From an optimization exercise on the open Yosys and OpenROAD flow, aimed at small area, a short achievable clock period and few clock cycles; shortcuts taken in it are not production practice.
The RTL was checked by simulation tests, not by an equivalence proof against the original design.
Power and IR drop assume default switching activity.

## flow/run.sh

```bash
#!/bin/bash
# synth_recipe.tcl (not shown) runs the flow's synth.tcl, then flattens the netlist and writes it again
# the make line also repeats each setting of config.mk as NAME=value (left out here)
make -C /OpenROAD-flow-scripts/flow DESIGN_CONFIG=/design/flow/config.mk WORK_HOME=/design/flow/orfs CLKGATE_MAP_FILE= SYNTH_SCRIPT=/design/flow/synth_recipe.tcl finish
```

## flow/config.mk

```make
export PLATFORM = sky130hd
export DESIGN_NAME = hpng_core
export DESIGN_NICKNAME = hpng_core
export VERILOG_FILES = /design/flow/design.v
export SDC_FILE = /design/flow/constraint.sdc
export NUM_CORES = 4
export LEC_CHECK = 0
export CAP_MARGIN = 20
export CORE_MARGIN = 2
export CORE_UTILIZATION = 25
export PLACE_DENSITY = 0.45
export SLEW_MARGIN = 20
```

## flow/constraint.sdc

```tcl
create_clock -name core_clock -period 10.0 [get_ports {clk}]
set_input_delay 2.0000 -clock core_clock [delete_from_list [all_inputs] [get_ports {clk}]]
set_output_delay 2.0000 -clock core_clock [all_outputs]
set_load 0.01 [all_outputs]
```

## flow/design.v

```verilog
module hpng_core (
    input  wire         clk,
    input  wire         rst,
    input  wire         h_req,
    input  wire         h_we,
    input  wire         h_size,
    input  wire [31:0]  h_addr,
    input  wire [31:0]  h_wdata,
    output reg  [31:0]  h_rdata,
    output reg          h_err,
    output wire         irq,
    output reg          cph_req,
    output reg          cph_dec,
    output wire [127:0] cph_key,
    output reg  [127:0] cph_blk,
    input  wire         cph_ack,
    input  wire [127:0] cph_rdata,
    output reg          rng_req,
    output reg  [31:0]  rng_bound,
    input  wire         rng_ack,
    input  wire [31:0]  rng_val
);
    localparam [15:0] NBLK    = 16'd2;
    localparam        BUF_CAP = 32;
    localparam        CAR_CAP = 256;
    localparam [3:0] OP_NOP = 4'h0, OP_ENCB = 4'h1, OP_DECB = 4'h2, OP_PAD = 4'h3,
                     OP_UNPAD = 4'h4, OP_ENC = 4'h5, OP_DEC = 4'h6, OP_EMBED = 4'h7,
                     OP_EXTRACT = 4'h8, OP_HIDE = 4'h9, OP_REVEAL = 4'hA;
    localparam [3:0] E_OK = 4'h0, E_KEY = 4'h1, E_CTLEN = 4'h3, E_PADDING = 4'h4,
                     E_SMALL = 4'h5, E_MISSING = 4'h6, E_ILLEGAL = 4'h8,
                     E_RANGE = 4'h9, E_OFFSET = 4'hA;
    localparam [4:0] S_IDLE     = 5'd0,
                     S_CHECK    = 5'd1,
                     S_BLK_CPH  = 5'd2,    
                     S_PAD      = 5'd3,    
                     S_UP_CHK   = 5'd4,    
                     S_UP_COPY  = 5'd5,    
                     S_E_FILL   = 5'd6,    
                     S_E_CPH    = 5'd7,    
                     S_E_WR     = 5'd8,    
                     S_RNG      = 5'd9,    
                     S_EMB      = 5'd10,   
                     S_EXT      = 5'd11,   
                     S_D_LDCT   = 5'd12,   
                     S_D_LDCAR  = 5'd13,   
                     S_D_WRCT   = 5'd14,   
                     S_D_CPH    = 5'd15,   
                     S_D_CHK    = 5'd16,   
                     S_D_WRMSG  = 5'd17,   
                     S_FINISH   = 5'd18;
    reg [31:0] msg_len, ct_len, car_len, offset;
    reg [31:0] cmd;
    reg        busy, done, off_valid, len_valid, busywr, done_ie;
    reg [3:0]  errcode;
    reg [3:0]  keymask;
    reg [31:0] key0, key1, key2, key3;
    reg [31:0] blkin0, blkin1, blkin2, blkin3;
    reg [31:0] blkout0, blkout1, blkout2, blkout3;
    reg [8*BUF_CAP-1:0] msg_buf;
    reg [8*BUF_CAP-1:0] ct_buf;
    reg [8*CAR_CAP-1:0] car_buf;
    assign cph_key = {key3, key2, key1, key0};
    assign irq     = done & done_ie;
    wire in_reg = (h_addr[31:8] == 24'h000000);
    wire in_msg = (h_addr[31:5] == 27'h0000800);    
    wire in_ct  = (h_addr[31:5] == 27'h0001000);    
    wire in_car = (h_addr[31:8] == 24'h800000);     
    wire in_win = in_msg | in_ct | in_car;
    wire bus_err = !(in_reg | in_win) ||
                   (in_reg && (!h_size || h_addr[1:0] != 2'b00)) ||
                   (in_win && h_size && h_addr[1:0] != 2'b00);
    wire       acc_ok   = h_req && !bus_err;
    wire       wr_ok    = acc_ok && h_we;
    wire [7:0] reg_off  = h_addr[7:0];
    wire       wr_ctl   = in_reg && (reg_off == 8'h10 || reg_off == 8'h14);
    wire       wr_do    = wr_ok && (!busy || wr_ctl);
    wire       wr_drop  = wr_ok && busy && !wr_ctl;
    wire [31:0] status_word = {7'd0, busywr, 2'd0, len_valid, off_valid, keymask,
                               4'd0, errcode, 6'd0, done, busy};
    reg [31:0] reg_rdata;
    always @(*) begin
        case (reg_off)
            8'h00: reg_rdata = 32'h48504E47;
            8'h04: reg_rdata = {16'd0, NBLK};
            8'h08: reg_rdata = CAR_CAP;
            8'h0C: reg_rdata = cmd;
            8'h10: reg_rdata = status_word;
            8'h14: reg_rdata = {31'd0, done_ie};
            8'h18: reg_rdata = msg_len;
            8'h1C: reg_rdata = ct_len;
            8'h20: reg_rdata = car_len;
            8'h24: reg_rdata = offset;
            8'h40: reg_rdata = blkin0;
            8'h44: reg_rdata = blkin1;
            8'h48: reg_rdata = blkin2;
            8'h4C: reg_rdata = blkin3;
            8'h50: reg_rdata = blkout0;
            8'h54: reg_rdata = blkout1;
            8'h58: reg_rdata = blkout2;
            8'h5C: reg_rdata = blkout3;
            default: reg_rdata = 32'd0;
        endcase
    end
    wire [7:0] win_idx  = h_addr[7:0];
    wire [7:0] win_widx = {h_addr[7:2], 2'b00};
    reg [31:0] win_rdata;
    always @(*) begin
        win_rdata = 32'd0;
        if (in_msg) begin
            if (h_size) win_rdata = msg_buf[8*win_widx[4:0] +: 32];
            else        win_rdata = {24'd0, msg_buf[8*win_idx[4:0] +: 8]};
        end else if (in_ct) begin
            if (h_size) win_rdata = ct_buf[8*win_widx[4:0] +: 32];
            else        win_rdata = {24'd0, ct_buf[8*win_idx[4:0] +: 8]};
        end else begin
            if (h_size) win_rdata = car_buf[8*win_widx +: 32];
            else        win_rdata = {24'd0, car_buf[8*win_idx +: 8]};
        end
    end
    always @(posedge clk) begin
        if (rst) begin
            h_rdata <= 32'd0;
            h_err   <= 1'b0;
        end else if (h_req) begin
            h_err   <= bus_err;
            h_rdata <= in_reg ? reg_rdata : win_rdata;
        end
    end
    reg [4:0]   state;
    reg [3:0]   op;
    reg [5:0]   m_r;       
    reg [5:0]   c_r;       
    reg [7:0]   o_r;       
    reg [4:0]   pv;        
    reg         bi;        
    reg         last_bi;   
    reg [3:0]   bj;        
    reg [6:0]   bk;        
    reg [8:0]   n;         
    reg [7:0]   acc;       
    reg [127:0] blk;       
    reg         pass_a;    
    reg [3:0]   code;      
    reg        eng_msg_we, eng_ct_we, eng_car_we;
    reg [4:0]  eng_msg_idx, eng_ct_idx;
    reg [7:0]  eng_car_idx;
    reg [7:0]  eng_msg_d, eng_ct_d;
    reg        eng_car_bit;
    wire [3:0] c_op      = cmd[3:0];
    wire       illegal   = (cmd[31:4] != 28'd0) || (c_op > OP_REVEAL);
    wire       needs_key = (c_op == OP_ENCB) || (c_op == OP_DECB) || (c_op == OP_ENC) ||
                           (c_op == OP_DEC) || (c_op == OP_HIDE) || (c_op == OP_REVEAL);
    wire       needs_ol  = (c_op == OP_EMBED) || (c_op == OP_EXTRACT) || (c_op == OP_REVEAL);
    wire       uses_msg  = (c_op == OP_PAD) || (c_op == OP_ENC) || (c_op == OP_HIDE);
    wire       uses_ct   = (c_op == OP_UNPAD) || (c_op == OP_DEC) || (c_op == OP_EMBED) ||
                           (c_op == OP_EXTRACT) || (c_op == OP_REVEAL);
    wire       uses_car  = (c_op == OP_EMBED) || (c_op == OP_EXTRACT) || (c_op == OP_HIDE) ||
                           (c_op == OP_REVEAL);
    wire       is_decr   = (c_op == OP_DEC) || (c_op == OP_REVEAL);
    wire       range_bad = (uses_msg && msg_len > BUF_CAP - 1) ||
                           (uses_ct  && ct_len  > BUF_CAP) ||
                           (uses_car && car_len > CAR_CAP);
    wire       ctlen_bad = (ct_len == 32'd0) || (ct_len[3:0] != 4'd0);
    wire [5:0] hide_c    = msg_len[4] ? 6'd32 : 6'd16;      
    wire [8:0] hide_bits = {hide_c, 3'b000};
    wire [8:0] ct_bits   = {ct_len[5:0], 3'b000};
    wire [8:0] car_s     = car_len[8:0];
    wire       small_bad = (c_op == OP_HIDE) ? (hide_bits > car_s) : (ct_bits > car_s);
    wire [8:0] room      = car_s - ct_bits;
    wire       off_bad   = (offset > {23'd0, room});
    reg [3:0] chk_code;
    always @(*) begin
        if (illegal)                              chk_code = E_ILLEGAL;
        else if (needs_key && keymask != 4'hF)    chk_code = E_KEY;
        else if (needs_ol && !(off_valid && len_valid)) chk_code = E_MISSING;
        else if (range_bad)                       chk_code = E_RANGE;
        else if (is_decr && ctlen_bad)            chk_code = E_CTLEN;
        else if (uses_car && small_bad)           chk_code = E_SMALL;
        else if (needs_ol && off_bad)             chk_code = E_OFFSET;
        else                                      chk_code = E_OK;
    end
    wire [4:0] blk_byte_idx = {bi, bj};                     
    wire [7:0] msg_rd       = msg_buf[8*blk_byte_idx +: 8];
    wire [7:0] ct_rd        = ct_buf[8*blk_byte_idx +: 8];
    wire [7:0] pad_byte     = ({1'b0, blk_byte_idx} < m_r) ? msg_rd : {3'd0, pv};
    wire [7:0] ind = blk[127:120];
    reg        blk_pad_ok;
    integer    t;
    always @(*) begin
        blk_pad_ok = (ind >= 8'd1) && (ind <= 8'd16);
        for (t = 0; t < 16; t = t + 1)
            if (t >= 16 - ind && blk[8*t +: 8] != ind) blk_pad_ok = 1'b0;
    end
    wire [7:0] car_emb_idx = o_r + n[7:0];
    wire [7:0] car_rev_idx = o_r + {bi, bk};
    wire       car_emb_lsb = car_buf[8*car_emb_idx];
    wire       car_rev_lsb = car_buf[8*car_rev_idx];
    wire [7:0] up_last = ct_buf[8*(c_r - 6'd1) +: 8];
    wire [7:0] up_byte = ct_buf[8*n[4:0] +: 8];
    always @(posedge clk) begin
        eng_msg_we <= 1'b0;
        eng_ct_we  <= 1'b0;
        eng_car_we <= 1'b0;
        if (rst) begin
            msg_len   <= 32'd0;
            ct_len    <= 32'd0;
            car_len   <= 32'd0;
            offset    <= 32'd0;
            cmd       <= 32'd0;
            busy      <= 1'b0;
            done      <= 1'b0;
            errcode   <= 4'd0;
            keymask   <= 4'd0;
            off_valid <= 1'b0;
            len_valid <= 1'b0;
            busywr    <= 1'b0;
            done_ie   <= 1'b0;
            key0 <= 32'd0; key1 <= 32'd0; key2 <= 32'd0; key3 <= 32'd0;
            blkin0 <= 32'd0; blkin1 <= 32'd0; blkin2 <= 32'd0; blkin3 <= 32'd0;
            blkout0 <= 32'd0; blkout1 <= 32'd0; blkout2 <= 32'd0; blkout3 <= 32'd0;
            state     <= S_IDLE;
            cph_req   <= 1'b0;
            cph_dec   <= 1'b0;
            cph_blk   <= 128'd0;
            rng_req   <= 1'b0;
            rng_bound <= 32'd0;
        end else begin
            if (wr_drop)
                busywr <= 1'b1;
            if (wr_do && in_reg) begin
                case (reg_off)
                    8'h0C: begin
                        cmd     <= h_wdata;
                        busy    <= 1'b1;
                        done    <= 1'b0;
                        errcode <= 4'd0;
                        state   <= S_CHECK;
                    end
                    8'h10: begin
                        if (h_wdata[1])  done   <= 1'b0;
                        if (h_wdata[24]) busywr <= 1'b0;
                    end
                    8'h14: done_ie <= h_wdata[0];
                    8'h18: msg_len <= h_wdata;
                    8'h1C: begin ct_len <= h_wdata; len_valid <= 1'b1; end
                    8'h20: car_len <= h_wdata;
                    8'h24: begin offset <= h_wdata; off_valid <= 1'b1; end
                    8'h30: begin key0 <= h_wdata; keymask[0] <= 1'b1; end
                    8'h34: begin key1 <= h_wdata; keymask[1] <= 1'b1; end
                    8'h38: begin key2 <= h_wdata; keymask[2] <= 1'b1; end
                    8'h3C: begin key3 <= h_wdata; keymask[3] <= 1'b1; end
                    8'h40: blkin0 <= h_wdata;
                    8'h44: blkin1 <= h_wdata;
                    8'h48: blkin2 <= h_wdata;
                    8'h4C: blkin3 <= h_wdata;
                    default: ;
                endcase
            end
            case (state)
                S_IDLE: ;
                S_CHECK: begin
                    op   <= c_op;
                    code <= chk_code;
                    if (chk_code != E_OK) begin
                        state   <= S_FINISH;
                    end else begin
                        m_r     <= msg_len[5:0];
                        o_r     <= offset[7:0];
                        pv      <= 5'd16 - {1'b0, msg_len[3:0]};
                        bi      <= 1'b0;
                        bj      <= 4'd0;
                        bk      <= 7'd0;
                        n       <= 9'd0;
                        pass_a  <= 1'b1;
                        case (c_op)
                            OP_NOP: state <= S_FINISH;
                            OP_ENCB, OP_DECB: begin
                                cph_req <= 1'b1;
                                cph_dec <= (c_op == OP_DECB);
                                cph_blk <= {blkin3, blkin2, blkin1, blkin0};
                                state   <= S_BLK_CPH;
                            end
                            OP_PAD: begin
                                c_r   <= hide_c;
                                state <= S_PAD;
                            end
                            OP_UNPAD: begin
                                c_r   <= ct_len[5:0];
                                state <= S_UP_CHK;
                            end
                            OP_ENC, OP_HIDE: begin
                                c_r     <= hide_c;
                                last_bi <= msg_len[4];
                                state   <= S_E_FILL;
                            end
                            OP_DEC: begin
                                c_r     <= ct_len[5:0];
                                last_bi <= ct_len[5];
                                bi      <= ct_len[5];
                                state   <= S_D_LDCT;
                            end
                            OP_REVEAL: begin
                                c_r     <= ct_len[5:0];
                                last_bi <= ct_len[5];
                                bi      <= ct_len[5];
                                state   <= S_D_LDCAR;
                            end
                            OP_EMBED: begin
                                c_r   <= ct_len[5:0];
                                state <= (ct_len[5:0] == 6'd0) ? S_FINISH : S_EMB;
                            end
                            default: begin  
                                c_r   <= ct_len[5:0];
                                state <= (ct_len[5:0] == 6'd0) ? S_FINISH : S_EXT;
                            end
                        endcase
                    end
                end
                S_BLK_CPH: begin
                    if (cph_ack) begin
                        cph_req <= 1'b0;
                        {blkout3, blkout2, blkout1, blkout0} <= cph_rdata;
                        state <= S_FINISH;
                    end
                end
                S_PAD: begin
                    eng_ct_we  <= 1'b1;
                    eng_ct_idx <= n[4:0];
                    eng_ct_d   <= (n[5:0] < m_r) ? msg_buf[8*n[4:0] +: 8] : {3'd0, pv};
                    if (n[5:0] == c_r - 6'd1) begin
                        ct_len    <= {26'd0, c_r};
                        len_valid <= 1'b1;
                        state     <= S_FINISH;
                    end
                    n <= n + 9'd1;
                end
                S_UP_CHK: begin
                    if (pass_a) begin
                        pass_a <= 1'b0;
                        if (c_r == 6'd0 || up_last < 8'd1 || up_last > 8'd16 ||
                            up_last > {2'd0, c_r}) begin
                            code    <= E_PADDING;
                            state   <= S_FINISH;
                        end else begin
                            m_r <= c_r - up_last[5:0];
                            n   <= {3'd0, c_r - up_last[5:0]};
                        end
                    end else begin
                        if (up_byte != up_last) begin
                            code    <= E_PADDING;
                            state   <= S_FINISH;
                        end else if (n[5:0] == c_r - 6'd1) begin
                            n     <= 9'd0;
                            state <= S_UP_COPY;
                        end else begin
                            n <= n + 9'd1;
                        end
                    end
                end
                S_UP_COPY: begin
                    if (n[5:0] == m_r) begin
                        msg_len <= {26'd0, m_r};
                        state   <= S_FINISH;
                    end else begin
                        eng_msg_we  <= 1'b1;
                        eng_msg_idx <= n[4:0];
                        eng_msg_d   <= up_byte;
                        n           <= n + 9'd1;
                    end
                end
                S_E_FILL: begin
                    blk[8*bj +: 8] <= pad_byte;
                    bj <= bj + 4'd1;
                    if (bj == 4'd15)
                        state <= S_E_CPH;
                end
                S_E_CPH: begin
                    if (!cph_req) begin
                        cph_req <= 1'b1;
                        cph_dec <= 1'b0;
                        cph_blk <= blk;
                    end else if (cph_ack) begin
                        cph_req <= 1'b0;
                        blk     <= cph_rdata;
                        state   <= S_E_WR;
                    end
                end
                S_E_WR: begin
                    eng_ct_we  <= 1'b1;
                    eng_ct_idx <= blk_byte_idx;
                    eng_ct_d   <= blk[8*bj +: 8];
                    bj <= bj + 4'd1;
                    if (bj == 4'd15) begin
                        if (bi != last_bi) begin
                            bi    <= bi + 1'b1;
                            state <= S_E_FILL;
                        end else begin
                            ct_len    <= {26'd0, c_r};
                            len_valid <= 1'b1;
                            if (op == OP_HIDE) begin
                                if (car_len[8:0] == {c_r, 3'b000}) begin
                                    o_r   <= 8'd0;
                                    state <= S_EMB;
                                end else begin
                                    rng_req   <= 1'b1;
                                    rng_bound <= {23'd0, car_len[8:0] - {c_r, 3'b000}};
                                    state     <= S_RNG;
                                end
                            end else begin
                                state <= S_FINISH;
                            end
                        end
                    end
                end
                S_RNG: begin
                    if (rng_ack) begin
                        rng_req <= 1'b0;
                        o_r     <= rng_val[7:0];
                        state   <= S_EMB;
                    end
                end
                S_EMB: begin
                    if (n == 9'd0 && op == OP_HIDE) begin
                        offset    <= {24'd0, o_r};
                        off_valid <= 1'b1;
                    end
                    eng_car_we  <= 1'b1;
                    eng_car_idx <= car_emb_idx;
                    eng_car_bit <= ct_buf[8*n[8:3] + n[2:0]];
                    n <= n + 9'd1;
                    if (n == {c_r, 3'b000} - 9'd1)
                        state <= S_FINISH;
                end
                S_EXT: begin
                    acc[n[2:0]] <= car_emb_lsb;
                    if (n[2:0] == 3'd7) begin
                        eng_ct_we  <= 1'b1;
                        eng_ct_idx <= n[7:3];
                        eng_ct_d   <= {car_emb_lsb, acc[6:0]};
                    end
                    n <= n + 9'd1;
                    if (n == {c_r, 3'b000} - 9'd1)
                        state <= S_FINISH;
                end
                S_D_LDCT: begin
                    blk[8*bj +: 8] <= ct_rd;
                    bj <= bj + 4'd1;
                    if (bj == 4'd15)
                        state <= S_D_CPH;
                end
                S_D_LDCAR: begin
                    blk[bk] <= car_rev_lsb;
                    bk <= bk + 7'd1;
                    if (bk == 7'd127) begin
                        if (pass_a) begin
                            state <= S_D_CPH;
                        end else begin
                            bj    <= 4'd0;
                            state <= S_D_WRCT;
                        end
                    end
                end
                S_D_WRCT: begin
                    eng_ct_we  <= 1'b1;
                    eng_ct_idx <= blk_byte_idx;
                    eng_ct_d   <= blk[8*bj +: 8];
                    bj <= bj + 4'd1;
                    if (bj == 4'd15)
                        state <= S_D_CPH;
                end
                S_D_CPH: begin
                    if (!cph_req) begin
                        cph_req <= 1'b1;
                        cph_dec <= 1'b1;
                        cph_blk <= blk;
                    end else if (cph_ack) begin
                        cph_req <= 1'b0;
                        blk     <= cph_rdata;
                        bj      <= 4'd0;
                        state   <= pass_a ? S_D_CHK : S_D_WRMSG;
                    end
                end
                S_D_CHK: begin
                    if (!blk_pad_ok) begin
                        code    <= E_PADDING;
                        state   <= S_FINISH;
                    end else begin
                        m_r    <= c_r - ind[5:0];
                        pass_a <= 1'b0;
                        bi     <= 1'b0;
                        bj     <= 4'd0;
                        bk     <= 7'd0;
                        state  <= (op == OP_REVEAL) ? S_D_LDCAR : S_D_LDCT;
                    end
                end
                S_D_WRMSG: begin
                    if ({1'b0, blk_byte_idx} < m_r) begin
                        eng_msg_we  <= 1'b1;
                        eng_msg_idx <= blk_byte_idx;
                        eng_msg_d   <= blk[8*bj +: 8];
                    end
                    bj <= bj + 4'd1;
                    if (bj == 4'd15) begin
                        if (bi != last_bi) begin
                            bi    <= bi + 1'b1;
                            bk    <= 7'd0;
                            state <= (op == OP_REVEAL) ? S_D_LDCAR : S_D_LDCT;
                        end else begin
                            msg_len <= {26'd0, m_r};
                            state   <= S_FINISH;
                        end
                    end
                end
                S_FINISH: begin
                    errcode <= code;
                    busy  <= 1'b0;
                    done  <= 1'b1;
                    state <= S_IDLE;
                end
                default: state <= S_IDLE;
            endcase
        end
    end
    wire host_buf_wr = wr_do && in_win && !rst;
    integer b;
    always @(posedge clk) begin
        for (b = 0; b < BUF_CAP; b = b + 1) begin
            if (host_buf_wr && in_msg &&
                (h_size ? ((b >> 2) == h_addr[4:2]) : (b == h_addr[4:0])))
                msg_buf[8*b +: 8] <= h_size ? h_wdata[8*(b % 4) +: 8] : h_wdata[7:0];
            else if (!rst && eng_msg_we && eng_msg_idx == b)
                msg_buf[8*b +: 8] <= eng_msg_d;
            if (host_buf_wr && in_ct &&
                (h_size ? ((b >> 2) == h_addr[4:2]) : (b == h_addr[4:0])))
                ct_buf[8*b +: 8] <= h_size ? h_wdata[8*(b % 4) +: 8] : h_wdata[7:0];
            else if (!rst && eng_ct_we && eng_ct_idx == b)
                ct_buf[8*b +: 8] <= eng_ct_d;
        end
        for (b = 0; b < CAR_CAP; b = b + 1) begin
            if (host_buf_wr && in_car &&
                (h_size ? ((b >> 2) == h_addr[7:2]) : (b == h_addr[7:0])))
                car_buf[8*b +: 8] <= h_size ? h_wdata[8*(b % 4) +: 8] : h_wdata[7:0];
            else if (!rst && eng_car_we && eng_car_idx == b)
                car_buf[8*b] <= eng_car_bit;
        end
    end
endmodule
```

==> metrics.md <==
| Metric | Value |
|---|---|
| Status | timing/DRC/antenna clean |
| Max Fclk | 131 MHz |
| GR peak layer | met2 |
| Initial Util | 0.251 |
| Relative slew slack | 0.0780 |
| Post-route cell area | 210000 um^2 |
| Worst-path maximum fanout | 65 |
| RSZ-0062 raised after global routing | false |
| Final HPWL DP | 672000 um |
| Sink Count | 3525 |
| GR Layer Usage met3 | 0.0689 |
| DRC errors left | 0 |
| DR vias/cell | 5.73 |
| Final Skew | 123 ps |
| Initial DRC Count | 21802 |
| Reg2Reg Setup Slack | 2750 ps |
| # rows | 310 |
| DIE AREA | 723000 um^2 |
| DP Worst Slack | 1460 ps |
| Synth Flop Type | edfxtp_1 |
| CP Buf/Inv Count | 4 |
| Resized Gates After CTS | 0 |
| Layout Nets | 14162 |
| Setup crit end kind | flop |
| Most frequent cells in the layout | edfxtp_1 (2786), nand2_1 (1863), mux4_2 (1349), nor2_1 (879), a21oi_1 (829) |
| Met2 Track Usage GR | 0.375 |
| Core box area | 713000 um^2 |
| Initial antenna violation count | 115 |
| CTS tree | yes |
| Layout cell share with drive strength beyond 1 | 0.248 |
| Pin slew with the least headroom to its limit | 1370 ps |
| Fin. max-slew vios | 0 |
| Clk Latency, worst-skew pair | 1110 ps |
| Max cap viols | 0 |
| Setup TNS | 0 ps |
| Antenna-violating nets left | 0 |
| Switching Fraction | 0.253 |
| Largest net degree at the start of global routing | 162 |
| Seq cells post-synth | 3525 |
| Final hold viol count | 0 |
| Dpl cells | 22947 |
| Most used cell, CP | buf_4 |
| CP Cell Sequence | clkdlybuf4s50_1, nor4_1, nand4_1, buf_4, nor4_2, nand2b_1, o41ai_2, and4_1, nor2b_1, buf_4, nand2_4, buf_4, nor2_1, mux2_2 |
| Die height | 850 um |
| Boundary pin count | 556 |
| Vias in the first global route | 127647 |
| P_int | 24.8 mW |
| Synthesized area per cell | 13.3 um^2 |
| Most common cell after layout, fill and taps aside | edfxtp_1 |
| Type of the worst setup path | in -> reg |
| Gr ovfl total | 0 |
| Final Cycle Share | 0.766 |
| Mapped Cells | 13493 |
| Cell area after synthesis | 179000 um^2 |
| Drt total wl | 929000 um |
| CP startpoint kind | input pin |
| CP delay by family, top | simple AND/OR/NAND/NOR gates |
| Worst-path clk slew | 60 ps |
| Global-route wire length before repair | 1220000 um |
| All-layer global routing usage | 0.246 |
| Clock power share | 0.453 |
| Placed cell areas | 197000 um^2 |
| GR Util met1 | 0.303 |
| Post-synth EDFFs | 2786 |
| Finished Layout Cells | 23770 |
| Layout area overhead | 17.3% |
| Routed len/inst | 39.1 um |
| H-tree Lvls | 5 |
| Sw power | 8.40 mW |
| Reg power frac | 0.477 |
| Clk buf depth | 4 |
| Final GP Congestion | 1.01 |
| Critical path's slowest cell | nor2_1 |
| Hold Buf Count CTS | 0 |
| Number of vias in the routed layout | 136272 |
| VDD IR max | 0.151 mV |
| Distinct cells, synth | 95 |
| Max incr delay on CP | 820 ps |
| Post-synth ARST share | 0 |
| Register area share after synthesis | 0.550 |
| Clock Root Buffer | clkbuf_16 |
| Crit path DAT | 8490 ps |
| Combinational fraction of design power | 0.070 |
| Pwr Density | 158 nW/um^2 |
| WP data required | 10830 ps |
| Final setup violation count | 0 |
| Slack of the critical path | 2340 ps |
| CTS Buf Count | 398 |
| DRT Pass-1 Iters | 10 |
| Worst hold path type | reg -> reg |
| Minimum clock period | 7660 ps |
| Yosys warns | 1 |
| Port bufs | 508 |
| Leakage power | 63.4 nW |
| Setup bufs post-CTS | 0 |
| Die width | 850 um |
## final timing paths
kind	start	to	cells after the start
max	h_addr[22]	car_buf[1088]	14
min	blkin3[21]	cph_blk[117]	2
max reg2reg	bk[0]	blk[76]	14
min reg2reg	blkin3[21]	cph_blk[117]	2
## worst register-to-register path: stages, from the launching register on
cell and delay (ps):
edfxtp_1 360, buf_4 260, ha_4 250, fa_4 1220, mux4_2 690, mux2i_1 770
o21ai_0 720, o211ai_1 280, o311ai_0 150, o311ai_0 180, o31a_1 410, a211oi_4 100
buf_4 280, nand2_2 1030, o31ai_1 240
## sequential cells by signal, summed over array words and instances, names as in the netlist, 32 cells and up
| signal | flops |
|---|---|
| car_buf | 2048 |
| ct_buf | 256 |
| msg_buf | 256 |
| blk | 128 |
| cph_blk | 128 |
| blkin0 | 32 |
| blkin1 | 32 |
| blkin2 | 32 |
| blkin3 | 32 |
| blkout0 | 32 |
| blkout1 | 32 |
| blkout2 | 32 |
| blkout3 | 32 |
| car_len | 32 |
| cmd | 32 |
| ct_len | 32 |
| h_rdata | 32 |
| key0 | 32 |
| key1 | 32 |
| key2 | 32 |
| key3 | 32 |
| msg_len | 32 |
| offset | 32 |
## power groups by stage
| stage | Combinational [mW] | Sequential (mW) | Clock [mW] |
|---|---|---|---|
| global placement | 2.25 | 16.2 | 0 |
| detailed placement | 2.26 | 16.2 | 0 |
| finish | 2.32 | 15.9 | 15.0 |
| floorplan | 1.03 | 16.1 | 0 |
| CTS | 2.26 | 15.9 | 15.2 |
| global route | 2.34 | 15.8 | 15.8 |
## cell usage after synthesis (12+ instances only)
cell / n / share of area
a211oi_1: 62 / 0.0026
a21o_1: 27 / 0.0011
a21oi_1: 830 / 0.023
a221o_1: 16 / 0.00089
a221oi_1: 141 / 0.0069
a222oi_1: 76 / 0.0042
a22o_1: 53 / 0.0026
a22oi_1: 150 / 0.0063
a311oi_1: 156 / 0.0076
a31oi_1: 85 / 0.0030
a32oi_1: 14 / 0.00068
and2_1: 32 / 0.0011
and3_1: 30 / 0.0010
buf_1: 95 / 0.0020
buf_2: 267 / 0.0075
buf_4: 98 / 0.0041
buf_6: 13 / 0.00082
clkbuf_1: 775 / 0.016
dfxtp_1: 739 / 0.083
edfxtp_1: 2786 / 0.47
ha_1: 86 / 0.0060
inv_1: 81 / 0.0017
mux2_1: 17 / 0.0011
mux2_2: 668 / 0.042
mux2i_1: 237 / 0.013
mux4_2: 1349 / 0.17
nand2_1: 1887 / 0.040
nand2b_1: 43 / 0.0015
nand3_1: 211 / 0.0059
nand4_1: 55 / 0.0019
nor2_1: 915 / 0.019
nor2_4: 25 / 0.0016
nor2b_1: 39 / 0.0014
nor3_1: 83 / 0.0023
nor4_1: 73 / 0.0025
o211ai_1: 28 / 0.0012
o21a_1: 40 / 0.0017
o21ai_0: 370 / 0.010
o221ai_1: 23 / 0.0011
o22ai_1: 332 / 0.012
o31ai_1: 42 / 0.0018
or2_2: 12 / 0.00042
or3_1: 13 / 0.00045
xnor2_1: 116 / 0.0057
xor2_1: 92 / 0.0045
## logic make-up after synthesis
group / after synthesis / share of synthesized area
XOR/XNOR: 209 / 0.0103
other: 1 / 0.0000209
AO/OA/AOI/OAI: 2561 / 0.0926
flip-flops: 3525 / 0.550
AND/OR/NAND/NOR: 3499 / 0.0825
adder cells (fa/ha/maj): 92 / 0.00668
buffers and inverters: 1335 / 0.0324
multiplexers: 2271 / 0.226
## layout make-up
cell class / count / area, um^2
repair buffers: 1172 / 10400
well taps: 9516 / 11900
flip-flops and latches: 3525 / 98500
diodes: 80 / 200
inverters: 87 / 345
clock inverters: 231 / 2330
clock buffers: 504 / 10600
multi-input cells: 8655 / 75800
fillers: 72261 / 503000
## stage by stage
step / power, mW / hold WS (ps) / util
after global routing: 33.9 / 467 / 0.294
after floorplan: 17.2 / 406 / -
final: 33.2 / 409 / 0.295
after detailed placement: 18.4 / 446 / 0.276
after global placement: 18.4 / 446 / 0.276
after CTS: 33.3 / 449 / 0.294
## metal layers
| metal | vias to the layer above | wire, um |
|---|---|---|
| met4 | 38 | 81700 |
| met3 | 2264 | 100000 |
| met2 | 9516 | 407000 |
| met5 | - | 252 |
| li1 | 53656 | - |
| met1 | 70798 | 340000 |
Testbench counts, summed over its fixed seeds: cycles 28,731.

[afterwards: timing with drivers on the ports]
In the flow no input, the clock included, has a driving cell. The finished layout below was timed again as built, in two steps.
Step 1, drivers: a clkbuf_16 drives clk and a buf_2 each remaining input, both assumed.
Step 2 also shifts input and output timing later by t, the mid clock arrival at the registers, as if the neighbouring blocks saw the same clock.
Three values: ideal, step 1, step 2; two values: the first two.
shift t [ns]: 1.179
setup WS [ns]: 2.338 / 2.443 / 1.264
worst register clock-pin slew, ns: 0.07 / 0.07
cell pins on the clock port's net: 1
After both steps this run still meets setup and hold. For this run, drivers alone change the setup slack by +0.105 ns; drivers and shift together by -1.074 ns.
